This is an optimization exercise on Yosys and OpenROAD, whose aim is small area, a short achievable clock period and few clock cycles, not a production implementation. The RTL was checked by simulation tests, not by an equivalence proof against the original design. No activity file was given, so power comes from the tool's default toggle rates.

==> inputs of run Z <==
## gdfwm_chain
module gdfwm_chain (
    input  wire        clk,
    input  wire        rst,
    input  wire        cfg_we,
    input  wire [5:0]  cfg_addr,
    input  wire [31:0] cfg_wdata,
    input  wire        in_valid,
    output wire        in_ready,
    input  wire        in_ch,
    input  wire [31:0] in_data,
    output reg         out_valid,
    input  wire        out_ready,
    output reg         out_ch,
    output reg  [31:0] out_data
);
clock: 25.0 ns
lec_check: 0
abc_area: 1
cap_margin: 30
core_margin: 2
core_utilization: 45
cts_cluster_diameter: 100
cts_cluster_size: 25
place_density: 0.65
slew_margin: 30
standard.sh (not shown) runs the stock make flow with config.mk's settings and CLKGATE_MAP_FILE= SYNTH_SCRIPT=/design/flow/synth_recipe.tcl, a recipe that flattens the netlist after the stock synthesis.
==> flow/flow/run.sh <==
#!/bin/bash
set -euo pipefail
export BUFFER_PORTS_ARGS="-buffer_cell sky130_fd_sc_hd__buf_4"
bash standard.sh > standard.log 2>&1
==> run X (differences from run Z) <==
--- a/flow/design.v
+++ b/flow/design.v
@@ -2189,27 +2189,21 @@
     wire [26:0] zal  = {zal0[26:1], zal0[0] | lost1_q};
     wire [27:0] sum  = {1'b0, mx1_q, 3'b000} + ({1'b0, zal} ^ {28{sub1_q}}) + {27'd0, sub1_q};
     wire [7:0]  emax = ex1_q - 8'd1;
     wire [26:0] lim  = (emax < 8'd27) ? (27'h4000000 >> emax[4:0]) : 27'd0;
     wire [5:0]  lz6  = lzc32({sum[26:0] | lim, 5'b11111});
     reg [27:0] sum_q;
     reg [4:0]  lsh_q;
     reg [7:0]  ex2_q;
-    reg signed [9:0] dU_q, dUm1_q, d127_q, d255_q;
-    wire [30:0] Um1 = u[30:0] - 31'd1;
     reg        sub2_q, sx2_q, nan2_q, inf2_q, sinf2_q;
     always @(posedge clk) begin
         sum_q   <= sum;
         lsh_q   <= lz6[4:0];
         ex2_q   <= ex1_q;
-        dU_q    <= {2'b0, ex1_q} - {2'b0, u[30:23]};
-        dUm1_q  <= {2'b0, ex1_q} - {2'b0, Um1[30:23]};
-        d127_q  <= {2'b0, ex1_q} - 10'd127;
-        d255_q  <= {2'b0, ex1_q} - 10'd255;
         sub2_q  <= sub1_q;
         sx2_q   <= sx1_q;
         nan2_q  <= nan1_q;
         inf2_q  <= inf1_q;
         sinf2_q <= sinf1_q;
     end
     wire        zero = (sum_q == 28'd0);
     wire [26:0] mn   = sum_q[27] ? {sum_q[27:2], sum_q[1] | sum_q[0]} : (sum_q[26:0] << lsh_q);
@@ -2220,47 +2214,31 @@
     wire        rnd  = mn[2] && (mn[1] || mn[0] || sig[0]);
     wire [32:0] pk   = {1'b0, em1, 23'b0} + {9'd0, sig} + {32'd0, rnd};
     wire        sy   = (zero && sub2_q) ? 1'b0 : sx2_q;
     wire        ovf  = (pk[32:23] >= 10'd255);
     assign y = nan2_q ? 32'h7FC00000 :
                inf2_q ? {sinf2_q, 8'hFF, 23'b0} :
                ovf    ? {sy, 8'hFF, 23'b0} :
                {sy, pk[30:0]};
+    wire [8:0]  em1p = em1 + 9'd1;
+    wire [8:0]  bexp = sig[23] ? em1p : em1;
+    wire [31:0] base = {bexp, sig[22:0]};
+    wire        big  = inf2_q || (bexp >= 9'd255);      
     wire [30:0] U    = u[30:0];
+    wire [30:0] Um1  = U - 31'd1;
     wire        u_nan = (u[30:23] == 8'hFF) && (u[22:0] != 0);
     wire        u_inf = (U == 31'h7F800000);
     wire        u_zero = (U == 31'd0);
-    wire signed [9:0] k0 = $signed({5'b0, lsh_q}) + 10'sd1;    
-    wire signed [9:0] k1 = $signed({5'b0, lsh_q});             
-    function [1:0] rel(input signed [9:0] d, input signed [9:0] ka, input signed [9:0] kb,
-                       input s23, input c27, input z, input tz);
-        begin
-            if (z)        rel = {1'b0, tz};
-            else if (c27) rel = {d >= 10'sd0, d == -10'sd1};
-            else if (s23) rel = {d > kb, d == kb};
-            else          rel = {d > ka, d == ka};
-        end
-    endfunction
-    wire        c27 = sum_q[27];
-    wire [1:0]  rU   = rel(dU_q,   k0, k1, sig[23], c27, zero, u[30:23] == 8'd0);
-    wire [1:0]  rUm1 = rel(dUm1_q, k0, k1, sig[23], c27, zero, Um1[30:23] == 8'd0);
-    wire [1:0]  r127 = rel(d127_q, k0, k1, sig[23], c27, zero, 1'b0);
-    wire [1:0]  r255 = rel(d255_q, k0, k1, sig[23], c27, zero, 1'b0);
-    wire [22:0] mant = sig[22:0];
-    wire        b_gtU = rU[1] || (rU[0] && mant > U[22:0]);
-    wire        b_eqU = rU[0] && mant == U[22:0];
-    wire        b_eqUm1 = rUm1[0] && mant == Um1[22:0];
-    wire        b_gt1 = r127[1] || (r127[0] && mant != 23'd0);
-    wire        b_eq1 = r127[0] && mant == 23'd0;
-    wire        big  = inf2_q || r255[1] || r255[0];       
-    wire        gtU = big ? !u_inf && !u_nan : b_gtU || (rnd && b_eqU);
-    wire        eqU = big ? u_inf : rnd ? b_eqUm1 && !u_zero : b_eqU;
+    wire        gtU = big ? !u_inf && !u_nan :
+                      ({1'b0, base} > {1'b0, U}) || (rnd && base == {1'b0, U});
+    wire        eqU = big ? u_inf :
+                      rnd ? (base == {1'b0, Um1}) && !u_zero : (base == {1'b0, U});
     wire        ltU = !gtU && !eqU;
-    wire        gt1 = big || b_gt1 || (rnd && b_eq1);
+    wire        gt1 = big || (base > 32'h3F800000) || (rnd && base == 32'h3F800000);
     wire        ys  = inf2_q ? sinf2_q : sy;
     wire        bz  = zero && u_zero;                    
     wire        c_lo = !u_nan && !bz && ((u[31] != ys) ? u[31] : (ys ? ltU : gtU));
     wire        c_hi = !u_nan && !bz && ((ys == u[31]) ? ys : (ys ? gtU : ltU));
     function [31:0] sat1(input [31:0] v);
         reg vn, g1;
         begin
             vn = (v[30:23] == 8'hFF) && (v[22:0] != 0);
@@ -2421,52 +2399,51 @@
         lastsec = (s >= 4'd5) && ((s - 4'd5) >= {2'b0, hi});
     endfunction
     reg [4:0]  r;                 
     reg [3:0]  act;               
     reg [4:0]  cnt;               
     reg        pend_v;            
     reg        fl_busy;           
     wire       idle     = (act == 4'd0);
-    reg [31:0] xin;               
+    reg [31:0] ybuf;              
     wire       cont     = tv[7] && !tp[7];
     wire       slot_ok  = idle || (r == (buf_ch ? O : 5'd0));
     assign iss_start = !cont && buf_full && !cfg_pend && !cw_q && !cw_qq &&
                        (cnt < CMAX) && slot_ok;
     assign iss_cfg   = !cont && cfg_pend && idle;
     reg        post_job;          
     integer    pj;
     always @* begin
         post_job = 1'b0;
-        for (pj = 4; pj <= 8; pj = pj + 1) post_job = post_job | (tv[pj] & tp[pj] & tj[pj]);
+        for (pj = 3; pj <= 8; pj = pj + 1) post_job = post_job | (tv[pj] & tp[pj] & tj[pj]);
     end
     wire       iss_fl   = !cont && !iss_start && !iss_cfg && idle && !fl_busy &&
-                          !(tv[1] && tp[1]) && !(tv[2] && tp[2]) && !(tv[3] && tp[3]) &&
-                          (pend_v || post_job);
+                          !(tv[1] && tp[1]) && !(tv[2] && tp[2]) && (pend_v || post_job);
     wire       c_post   = cont && lastsec(ts[7], qhi);
     wire        i_v    = cont || iss_start;
     wire        i_post = c_post || iss_fl;
     wire        i_ch   = cont ? tch[7] : buf_ch;
     wire [3:0]  i_sec  = cont ? nxt(ts[7], qlo) : 4'd0;
-    wire [31:0] i_x    = xin;
+    wire [31:0] i_x    = cont ? ybuf : buf_d;
     wire        res_push;         
     wire        pop = out_valid && out_ready;
     always @(posedge clk) begin
         if (rst) begin
             r <= 5'd0;
             act <= 4'd0;
             cnt <= 5'd0;
             fl_busy <= 1'b0;
         end else begin
             if (iss_start && idle)
                 r <= ((buf_ch ? O : 5'd0) == S_m1) ? 5'd0 : (buf_ch ? O : 5'd0) + 5'd1;
             else
                 r <= (r == S_m1) ? 5'd0 : r + 5'd1;
             act <= act + {3'b0, iss_start} - {3'b0, c_post};
-            cnt <= pop ? cnt + {4'b0, iss_start} - 5'd1 : cnt + {4'b0, iss_start};
+            cnt <= cnt + {4'b0, iss_start} - {4'b0, pop};
             if (iss_fl)                             fl_busy <= 1'b1;
             else if (tv[8] && tp[8] && !tj[8])      fl_busy <= 1'b0;
         end
     end
     reg [31:0] pend_v8, pend_d;
     reg        pend_ch;
     wire [31:0] mc1_y, mc2_y, mc3_y, mc4_y;
     integer j;
@@ -2487,22 +2464,22 @@
         tr[9]  <= tv[8] && tp[8] && pend_v;
         for (j = 10; j <= T; j = j + 1) begin tch[j] <= tch[j-1]; tr[j] <= tr[j-1]; end
         if (tv[8] && tp[8]) begin
             pend_v8 <= mc1_y;
             pend_d  <= mc2_y;
             pend_ch <= tch[8];
         end
     end
-    reg [31:0] xd [1:5];
+    reg [31:0] xd [1:6];
     reg [31:0] dd [1:7];
     always @(posedge clk) begin
         xd[1] <= i_x;
         dd[1] <= cont ? dd[7] : buf_d;
-        for (j = 2; j <= 5; j = j + 1) xd[j] <= xd[j-1];
+        for (j = 2; j <= 6; j = j + 1) xd[j] <= xd[j-1];
         for (j = 2; j <= 7; j = j + 1) dd[j] <= dd[j-1];
     end
     reg  [31:0] b0_pre;
     wire        n_cont = tv[6] && !tp[6];
     always @(posedge clk)
         b0_pre <= (n_cont && lastsec(ts[6], qhi)) ? preg :
                   cread(n_cont ? nxt(ts[6], qlo) : 4'd0, 0);
     wire [31:0] ma_y;
@@ -2515,34 +2492,31 @@
     wire        wr0  = tv[T] && !tp[T];
     reg  [31:0] zr0;
     always @(posedge clk)
         zr0 <= tp[2] ? bias :
                (wr0 && ziT == zi2) ? ae_o :
                z0v[zi2] ? z0[zi2] : 32'b0;
     wire [31:0] ab_y, ab_c;
     gdfwm_fadd u_ab (.clk(clk), .a(m0), .b(zr0), .y(ab_y), .u(u), .yc(ab_c));
-    reg [31:0] yv, m1a, m2a, m3a;
+    reg [31:0] yv;
     always @(posedge clk) begin
-        yv   <= ab_y;                                       
-        xin  <= (tv[6] && !tp[6]) ? yv : buf_full ? buf_d : in_data;
-        m1a  <= tp[5] ? ab_c : xd[5];
-        m2a  <= tp[5] ? dd[5] : xd[5];
-        m3a  <= tp[5] ? pend_v8 : ab_y;
+        yv   <= tp[5] ? ab_c : ab_y;                        
+        ybuf <= yv;                                         
     end
     reg [31:0] c1, c2, c3, c4;
     always @(posedge clk) begin
         c1 <= tp[5] ? postg : cread(ts[5], 1);
         c2 <= tp[5] ? om    : cread(ts[5], 2);
         c3 <= tp[5] ? mix : cread(ts[5], 3);
         c4 <= cread(ts[5], 4);
     end
-    gdfwm_fmul u_mc1 (.clk(clk), .a(m1a), .b(c1), .y(mc1_y));
-    gdfwm_fmul u_mc2 (.clk(clk), .a(m2a), .b(c2), .y(mc2_y));
-    gdfwm_fmul u_mc3 (.clk(clk), .a(m3a), .b(c3), .y(mc3_y));
+    gdfwm_fmul u_mc1 (.clk(clk), .a(tp[6] ? yv : xd[6]),    .b(c1), .y(mc1_y));
+    gdfwm_fmul u_mc2 (.clk(clk), .a(tp[6] ? dd[6] : xd[6]), .b(c2), .y(mc2_y));
+    gdfwm_fmul u_mc3 (.clk(clk), .a(tp[6] ? pend_v8 : yv), .b(c3), .y(mc3_y));
     gdfwm_fmul u_mc4 (.clk(clk), .a(yv), .b(c4), .y(mc4_y));
     reg [31:0] ad1a, ad1b, ad2a, ad2b;
     always @(posedge clk) begin
         ad1a <= tc[8] ? F_ONE : tp[8] ? pend_d : mc1_y;
         ad1b <= tc[8] ? {~amt[31], amt[30:0]} : tp[8] ? F_MZERO : {~mc3_y[31], mc3_y[30:0]};
         ad2a <= tc[8] ? F_ONE : tp[8] ? mc3_y : mc2_y;
         ad2b <= tc[8] ? {~mix[31], mix[30:0]} : tp[8] ? F_MZERO : {~mc4_y[31], mc4_y[30:0]};
     end
@@ -2599,17 +2573,12 @@
                     frp <= (frp == CMAX - 2) ? 4'd0 : frp + 4'd1;
                 end else if (res_push) begin
                     {out_ch, out_data} <= {tch[T], ae_o};
                     out_valid <= 1'b1;
                 end else begin
                     out_valid <= 1'b0;
                 end
             end
-            if (f_empty)
-                fn <= {4'b0, res_push && !take};
-            else if (take)
-                fn <= fn + {4'b0, res_push} - 5'd1;
-            else
-                fn <= fn + {4'b0, res_push};
+            fn <= fn + {4'b0, res_push && !(take && f_empty)} - {4'b0, take && !f_empty};
         end
     end
 endmodule
==> flow/run.sh (new file) <==
#!/bin/bash
# synth_recipe.tcl (not shown) runs the flow's synth.tcl, then flattens the netlist and writes it again
# the make line also repeats each setting of config.mk as NAME=value (left out here)
make -C /OpenROAD-flow-scripts/flow DESIGN_CONFIG=/design/flow/config.mk WORK_HOME=/design/flow/orfs CLKGATE_MAP_FILE= SYNTH_SCRIPT=/design/flow/synth_recipe.tcl finish
- CTS_CLUSTER_DIAMETER: 100 -> not set
- CTS_CLUSTER_SIZE: 25 -> not set
removed: flow/flow/run.sh
removed: flow/standard.sh
==> run H (differences from run Z) <==
--- a/flow/design.v
+++ b/flow/design.v
@@ -2189,27 +2189,21 @@
     wire [26:0] zal  = {zal0[26:1], zal0[0] | lost1_q};
     wire [27:0] sum  = {1'b0, mx1_q, 3'b000} + ({1'b0, zal} ^ {28{sub1_q}}) + {27'd0, sub1_q};
     wire [7:0]  emax = ex1_q - 8'd1;
     wire [26:0] lim  = (emax < 8'd27) ? (27'h4000000 >> emax[4:0]) : 27'd0;
     wire [5:0]  lz6  = lzc32({sum[26:0] | lim, 5'b11111});
     reg [27:0] sum_q;
     reg [4:0]  lsh_q;
     reg [7:0]  ex2_q;
-    reg signed [9:0] dU_q, dUm1_q, d127_q, d255_q;
-    wire [30:0] Um1 = u[30:0] - 31'd1;
     reg        sub2_q, sx2_q, nan2_q, inf2_q, sinf2_q;
     always @(posedge clk) begin
         sum_q   <= sum;
         lsh_q   <= lz6[4:0];
         ex2_q   <= ex1_q;
-        dU_q    <= {2'b0, ex1_q} - {2'b0, u[30:23]};
-        dUm1_q  <= {2'b0, ex1_q} - {2'b0, Um1[30:23]};
-        d127_q  <= {2'b0, ex1_q} - 10'd127;
-        d255_q  <= {2'b0, ex1_q} - 10'd255;
         sub2_q  <= sub1_q;
         sx2_q   <= sx1_q;
         nan2_q  <= nan1_q;
         inf2_q  <= inf1_q;
         sinf2_q <= sinf1_q;
     end
     wire        zero = (sum_q == 28'd0);
     wire [26:0] mn   = sum_q[27] ? {sum_q[27:2], sum_q[1] | sum_q[0]} : (sum_q[26:0] << lsh_q);
@@ -2220,47 +2214,31 @@
     wire        rnd  = mn[2] && (mn[1] || mn[0] || sig[0]);
     wire [32:0] pk   = {1'b0, em1, 23'b0} + {9'd0, sig} + {32'd0, rnd};
     wire        sy   = (zero && sub2_q) ? 1'b0 : sx2_q;
     wire        ovf  = (pk[32:23] >= 10'd255);
     assign y = nan2_q ? 32'h7FC00000 :
                inf2_q ? {sinf2_q, 8'hFF, 23'b0} :
                ovf    ? {sy, 8'hFF, 23'b0} :
                {sy, pk[30:0]};
+    wire [8:0]  em1p = em1 + 9'd1;
+    wire [8:0]  bexp = sig[23] ? em1p : em1;
+    wire [31:0] base = {bexp, sig[22:0]};
+    wire        big  = inf2_q || (bexp >= 9'd255);      
     wire [30:0] U    = u[30:0];
+    wire [30:0] Um1  = U - 31'd1;
     wire        u_nan = (u[30:23] == 8'hFF) && (u[22:0] != 0);
     wire        u_inf = (U == 31'h7F800000);
     wire        u_zero = (U == 31'd0);
-    wire signed [9:0] k0 = $signed({5'b0, lsh_q}) + 10'sd1;    
-    wire signed [9:0] k1 = $signed({5'b0, lsh_q});             
-    function [1:0] rel(input signed [9:0] d, input signed [9:0] ka, input signed [9:0] kb,
-                       input s23, input c27, input z, input tz);
-        begin
-            if (z)        rel = {1'b0, tz};
-            else if (c27) rel = {d >= 10'sd0, d == -10'sd1};
-            else if (s23) rel = {d > kb, d == kb};
-            else          rel = {d > ka, d == ka};
-        end
-    endfunction
-    wire        c27 = sum_q[27];
-    wire [1:0]  rU   = rel(dU_q,   k0, k1, sig[23], c27, zero, u[30:23] == 8'd0);
-    wire [1:0]  rUm1 = rel(dUm1_q, k0, k1, sig[23], c27, zero, Um1[30:23] == 8'd0);
-    wire [1:0]  r127 = rel(d127_q, k0, k1, sig[23], c27, zero, 1'b0);
-    wire [1:0]  r255 = rel(d255_q, k0, k1, sig[23], c27, zero, 1'b0);
-    wire [22:0] mant = sig[22:0];
-    wire        b_gtU = rU[1] || (rU[0] && mant > U[22:0]);
-    wire        b_eqU = rU[0] && mant == U[22:0];
-    wire        b_eqUm1 = rUm1[0] && mant == Um1[22:0];
-    wire        b_gt1 = r127[1] || (r127[0] && mant != 23'd0);
-    wire        b_eq1 = r127[0] && mant == 23'd0;
-    wire        big  = inf2_q || r255[1] || r255[0];       
-    wire        gtU = big ? !u_inf && !u_nan : b_gtU || (rnd && b_eqU);
-    wire        eqU = big ? u_inf : rnd ? b_eqUm1 && !u_zero : b_eqU;
+    wire        gtU = big ? !u_inf && !u_nan :
+                      ({1'b0, base} > {1'b0, U}) || (rnd && base == {1'b0, U});
+    wire        eqU = big ? u_inf :
+                      rnd ? (base == {1'b0, Um1}) && !u_zero : (base == {1'b0, U});
     wire        ltU = !gtU && !eqU;
-    wire        gt1 = big || b_gt1 || (rnd && b_eq1);
+    wire        gt1 = big || (base > 32'h3F800000) || (rnd && base == 32'h3F800000);
     wire        ys  = inf2_q ? sinf2_q : sy;
     wire        bz  = zero && u_zero;                    
     wire        c_lo = !u_nan && !bz && ((u[31] != ys) ? u[31] : (ys ? ltU : gtU));
     wire        c_hi = !u_nan && !bz && ((ys == u[31]) ? ys : (ys ? gtU : ltU));
     function [31:0] sat1(input [31:0] v);
         reg vn, g1;
         begin
             vn = (v[30:23] == 8'hFF) && (v[22:0] != 0);
==> flow/run.sh (new file) <==
#!/bin/bash
# synth_recipe.tcl (not shown) runs the flow's synth.tcl, then flattens the netlist and writes it again
# the make line also repeats each setting of config.mk as NAME=value (left out here)
make -C /OpenROAD-flow-scripts/flow DESIGN_CONFIG=/design/flow/config.mk WORK_HOME=/design/flow/orfs CLKGATE_MAP_FILE= SYNTH_SCRIPT=/design/flow/synth_recipe.tcl finish
- CTS_CLUSTER_DIAMETER: 100 -> not set
- CTS_CLUSTER_SIZE: 25 -> not set
removed: flow/flow/run.sh
removed: flow/standard.sh
==> comparison table <==
item	run Z	run X	run H
Width of the die	866.6 um	864.5 um	863.8 um
Largest net degree at the start of global routing	179	131	187
H-tree lvl count	5	6	6
Area of all sequential standard cells	146400 um2	144800 um2	145800 um2
Proportion of power drawn by flip-flops and latches	35.5%	32.3%	32.3%
Worst R2R Path Depth	25	19	25
Layout Cell Area excl Fill	357000 um2	368100 um2	366300 um2
Inverters, non-clock	4240	4219	4130
Total Die Area	751000 um2	747400 um2	746100 um2
Area growth from synthesis to final layout	6.634%	10.46%	10.13%
Status	timing/DRC/antenna clean	timing/DRC/antenna clean	timing/DRC/antenna clean
Count of multi-input gates	26390	26390	26300
Die Ht	866.6 um	864.5 um	863.8 um
Switching power	0.01702 W	0.01731 W	0.01753 W
Power density relative to cell area	100.3 nW/um2	105.5 nW/um2	106.9 nW/um2
Average detailed-routed wire length per instance	26.18 um	26.67 um	26.02 um
Initial Util	45.19%	45.07%	45.18%
Number of synthesized flops with an enable pin	2988	3020	2988
Worst stage delay on the critical path	0.50 ns	0.72 ns	0.55 ns
#FFs+latches synth	5811	5718	5782
Testbench counts of run Z, summed over its fixed seeds: cycles 23,229.
Testbench counts of run X, summed over its fixed seeds: cycles 23,205.
Testbench counts of run H, summed over its fixed seeds: cycles 23,229.

[what the ideal ports hide]
The results above use ideal ports. As a check the final layouts listed here were re-extracted and re-timed, cells and wires unchanged.
Step 1, drivers: a clkbuf_16 drives clk and a buf_2 each remaining input, both assumed.
Step 2, shift: input delay + t, output delay - t, t = (earliest + latest rising clock arrival at the registers) / 2. This alone moves slack from input paths to output paths.
Slacks: ideal / step 1 / step 2; pairs: ideal / step 1.
| run | t (ns) | setup slack, ns | worst setup path at the end | worst data-port slew with drivers (ns) |
|---|---|---|---|---|
| run Z | 1.212 | 18.213 / 18.065 / 17.613 | input to register | 0.21 |
| run X | 1.272 | 17.725 / 17.588 / 17.124 | input to register | 0.20 |
| run H | 1.251 | 17.943 / 17.794 / 17.108 | input to register | 0.04 |
After both steps setup and hold are still met in every run listed. For run H, which loses most, drivers alone change the setup slack by -0.149 ns; drivers and shift together by -0.835 ns.
